From an optimization exercise on the open Yosys and OpenROAD flow, aimed at small area, a short achievable clock period and few clock cycles per item; shortcuts taken in it are not production practice.
Only simulation tests tie the RTL to the original design; equivalence was not proved.
No activity file was given, so power comes from the tool's default toggle rates.

## job 6872
// crc_frame_engine
module crc_frame_engine (
    input  wire        clk,
    input  wire        rst,         
    input  wire        req_valid,
    output wire        req_ready,
    input  wire        req_write,
    input  wire [6:0]  req_addr,    
    input  wire [1:0]  req_size,    
    input  wire [31:0] req_wdata,
    output reg         rsp_valid,
    output reg         rsp_err,     
    output reg  [31:0] rsp_rdata
);
==> flow/config.mk <==
export PLATFORM = sky130hd
export DESIGN_NAME = crc_frame_engine
export DESIGN_NICKNAME = crc_frame_engine
export VERILOG_FILES = /design/flow/design.v
export SDC_FILE = /design/flow/constraint.sdc
export NUM_CORES = 4
export LEC_CHECK = 0
export ABC_CLOCK_PERIOD_IN_PS = 1800
export CAP_MARGIN = 20
export CORE_MARGIN = 2
export CORE_UTILIZATION = 40
export CTS_CLUSTER_DIAMETER = 100
export CTS_CLUSTER_SIZE = 25
export SETUP_SLACK_MARGIN = 3.8
export SLEW_MARGIN = 20
==> flow/constraint.sdc <==
create_clock -name core_clock -period 6.0 [get_ports {clk}]
set_input_delay 1.2000 -clock core_clock [delete_from_list [all_inputs] [get_ports {clk}]]
set_output_delay 1.2000 -clock core_clock [all_outputs]
set_load 0.01 [all_outputs]
standard.sh (not shown) runs the stock make flow with config.mk's settings and CLKGATE_MAP_FILE= SYNTH_SCRIPT=/design/flow/synth_recipe.tcl, a recipe that flattens the netlist after the stock synthesis.
==> flow/flow/run.sh <==
#!/bin/bash
# The standard layout (standard.sh, unchanged synthesis and steps), with the
# port buffers that global placement inserts made of buf_2 cells instead of
# the default delay-buffer cells. Every port is still buffered.
set -euo pipefail
export BUFFER_PORTS_ARGS="-buffer_cell sky130_fd_sc_hd__buf_2"
bash standard.sh > standard_flow.log 2>&1
Testbench counts of job 6872, summed over its fixed seeds: cycles 11,055, transactions 10,424.
Input changes introduced in job 9965 (baseline for comparison: job 6872):
--- a/flow/design.v
+++ b/flow/design.v
@@ -100,27 +100,28 @@
     reg [3:0]   wend;           
     reg         wsrc;           
     reg         ready_q;
     reg         q_valid;        
     reg         q_err;          
     reg         q_pv;           
     reg         q_cmdw;         
     reg         q_nop, q_init, q_byte, q_range, q_clear, q_push, q_parse;
     reg         q_hlz;          
     reg         q_hz;           
     reg         q_az;           
     reg         q_stat;         
+    reg         q_crcw;         
     reg         q_rng;          
     reg [NSEL-1:0] q_rsel;      
-    reg [15:4]  q_w;            
+    reg [15:0]  q_w;            
     reg         q_lz;           
     reg         q_rbad;         
     reg [3:0]   q_rend;         
     assign req_ready = ready_q;
     wire [31:0] w      = req_wdata;
     wire        accept = req_valid && ready_q;
     wire        bus_ok = (req_size == 2'd2) && (req_addr[1:0] == 2'b00);
     wire        in_cmd = req_write && (req_addr[6:2] == 5'h00);
     wire        in_rng = in_cmd && (w[3:0] == 4'h3);
     wire [4:0]  rsum   = {1'b0, w[11:8]} + {1'b0, w[19:16]};
     wire [7:0]  cmd_a   = q_w[15:8];
     wire        cmd_src = q_w[4];
@@ -131,24 +132,25 @@
     wire lg_push  = q_push  && q_hlz;
     wire lg_parse = q_parse && q_hlz && q_az;
     wire lg_nop   = q_nop   && q_hlz && q_az;
     wire op_init  = q_pv && lg_init;
     wire op_byte  = q_pv && lg_byte;
     wire op_range = q_pv && lg_range;
     wire op_clear = q_pv && lg_clear;
     wire op_push  = q_pv && lg_push;
     wire op_parse = q_pv && lg_parse;
     wire op_bad   = q_pv && q_cmdw && !(lg_init || lg_byte || lg_range || lg_clear ||
                                         lg_push || lg_parse || lg_nop);
     wire op_stat  = q_pv && q_stat;
+    wire op_crcw  = q_pv && q_crcw;
     wire [3:0] range_limit = cmd_src ? 4'd10 : count;
     wire       range_ok    = !q_rbad && (q_rend <= range_limit);
     wire       walk_go     = op_range && range_ok && !q_lz;
     wire       walk_done   = busy && (fidx == wend);
     wire count_full = (count == 4'd15);
     wire push_ok    = op_push && !count_full;
     wire [119:0] buf_flat;
     genvar gi;
     generate
         for (gi = 0; gi < 15; gi = gi + 1) begin : g_buf
             assign buf_flat[8*gi +: 8] = (count > gi) ? bytes[gi] : 8'h00;
         end
@@ -181,29 +183,30 @@
         q_valid <= accept && !rst;
         q_err   <= !bus_ok;
         q_pv    <= accept && bus_ok && !rst;
         q_cmdw  <= in_cmd;
         q_nop   <= in_cmd && (w[7:0] == 8'h00);
         q_init  <= in_cmd && (w[7:0] == 8'h01);
         q_byte  <= in_cmd && (w[7:0] == 8'h02);
         q_range <= in_cmd && (w[7:5] == 3'd0) && (w[3:0] == 4'h3);
         q_clear <= in_cmd && (w[7:0] == 8'h04);
         q_push  <= in_cmd && (w[7:0] == 8'h05);
         q_parse <= in_cmd && (w[7:0] == 8'h06);
         q_stat  <= req_write && (req_addr[6:2] == 5'h01);
+        q_crcw  <= req_write && (req_addr[6:2] == 5'h02);
         q_hlz   <= (w[31:16] == 16'd0);
         q_hz    <= (w[31:24] == 8'd0);
         q_az    <= (w[15:8] == 8'd0);
         q_rng   <= accept && in_rng;
-        q_w     <= w[15:4];
+        q_w     <= w[15:0];
         q_lz    <= (w[23:16] == 8'd0);
         q_rbad  <= (w[15:12] != 4'd0) || (w[23:20] != 4'd0) || rsum[4];
         q_rend  <= rsum[3:0];
         if (busy)
             q_rsel <= walk_sel(wsrc, fidx_inc[3:2]);
         else if (q_rng)
             q_rsel <= walk_sel(cmd_src, a_inc[3:2]);
         else if (req_write)
             q_rsel <= walk_sel(w[4], w[11:10]);
         else
             q_rsel <= addr_sel(req_addr[6:2]);
         rsp_rdata <= read_value;
@@ -299,17 +302,17 @@
                     fcrc_v <= 1'b1;
                     if (p_good) begin
                         pres  <= PRES_OK;
                         smp_v <= 1'b1;
                     end else
                         pres <= PRES_CRCERR;
                 end
             end
             if (op_stat) begin  
                 if (q_w[4]) cmd_err <= 1'b0;
                 if (q_w[5]) ovf     <= 1'b0;
             end
-            if (accept && bus_ok && req_write && req_addr[6:2] == 5'h02)
-                crc <= w[15:0];
+            if (op_crcw)
+                crc <= q_w;
         end
     end
 endmodule
--- outcome ---
Job 9965 does worse than job 6872 on area of all placed cells without fillers.
Net count after synthesis: job 9965 vs job 6872 up 39
Job 9965 against job 6872: maximum frequency saw an increase; core utilization saw little to no change; area share of buffers outside the clock network saw little to no change; cell area power density saw an increase; final weighted congestion in routability-driven placement saw a decrease.
In the tables for job 6872 and job 9965, effective utilization at floorplan reads higher with job 9965.
Testbench counts of job 9965, summed over its fixed seeds: cycles 11,055, transactions 10,424.

==> port drivers added, routing unchanged <==
In the flow no input, the clock included, has a driving cell. The finished layouts below were timed again as built, in two steps. Step 1: set_driving_cell puts a clkbuf_16 on clk and a buf_2 on each other input, an assumption about the parent block. Step 2 moves the port delays by t, midway between the first and last clock arrival at a register: inputs arrive t later, outputs are due t later. That takes back most of the time a late clock gives input paths. Slacks: no drivers / after step 1 / after step 2; pairs: no drivers / after step 1.
| run | t (ns) | setup WS [ns] | worst setup path at the end | cell pins on the clock port's net |
|---|---|---|---|---|
| job 6872 | 0.577 | 3.579 / 3.616 / 3.040 | input to register | 1 |
| job 9965 | 0.575 | 3.756 / 3.707 / 3.364 | input to register | 1 |
After both steps setup and hold are still met in every run listed. For job 6872, which loses most, drivers alone change the setup slack by +0.037 ns; drivers and shift together by -0.539 ns.
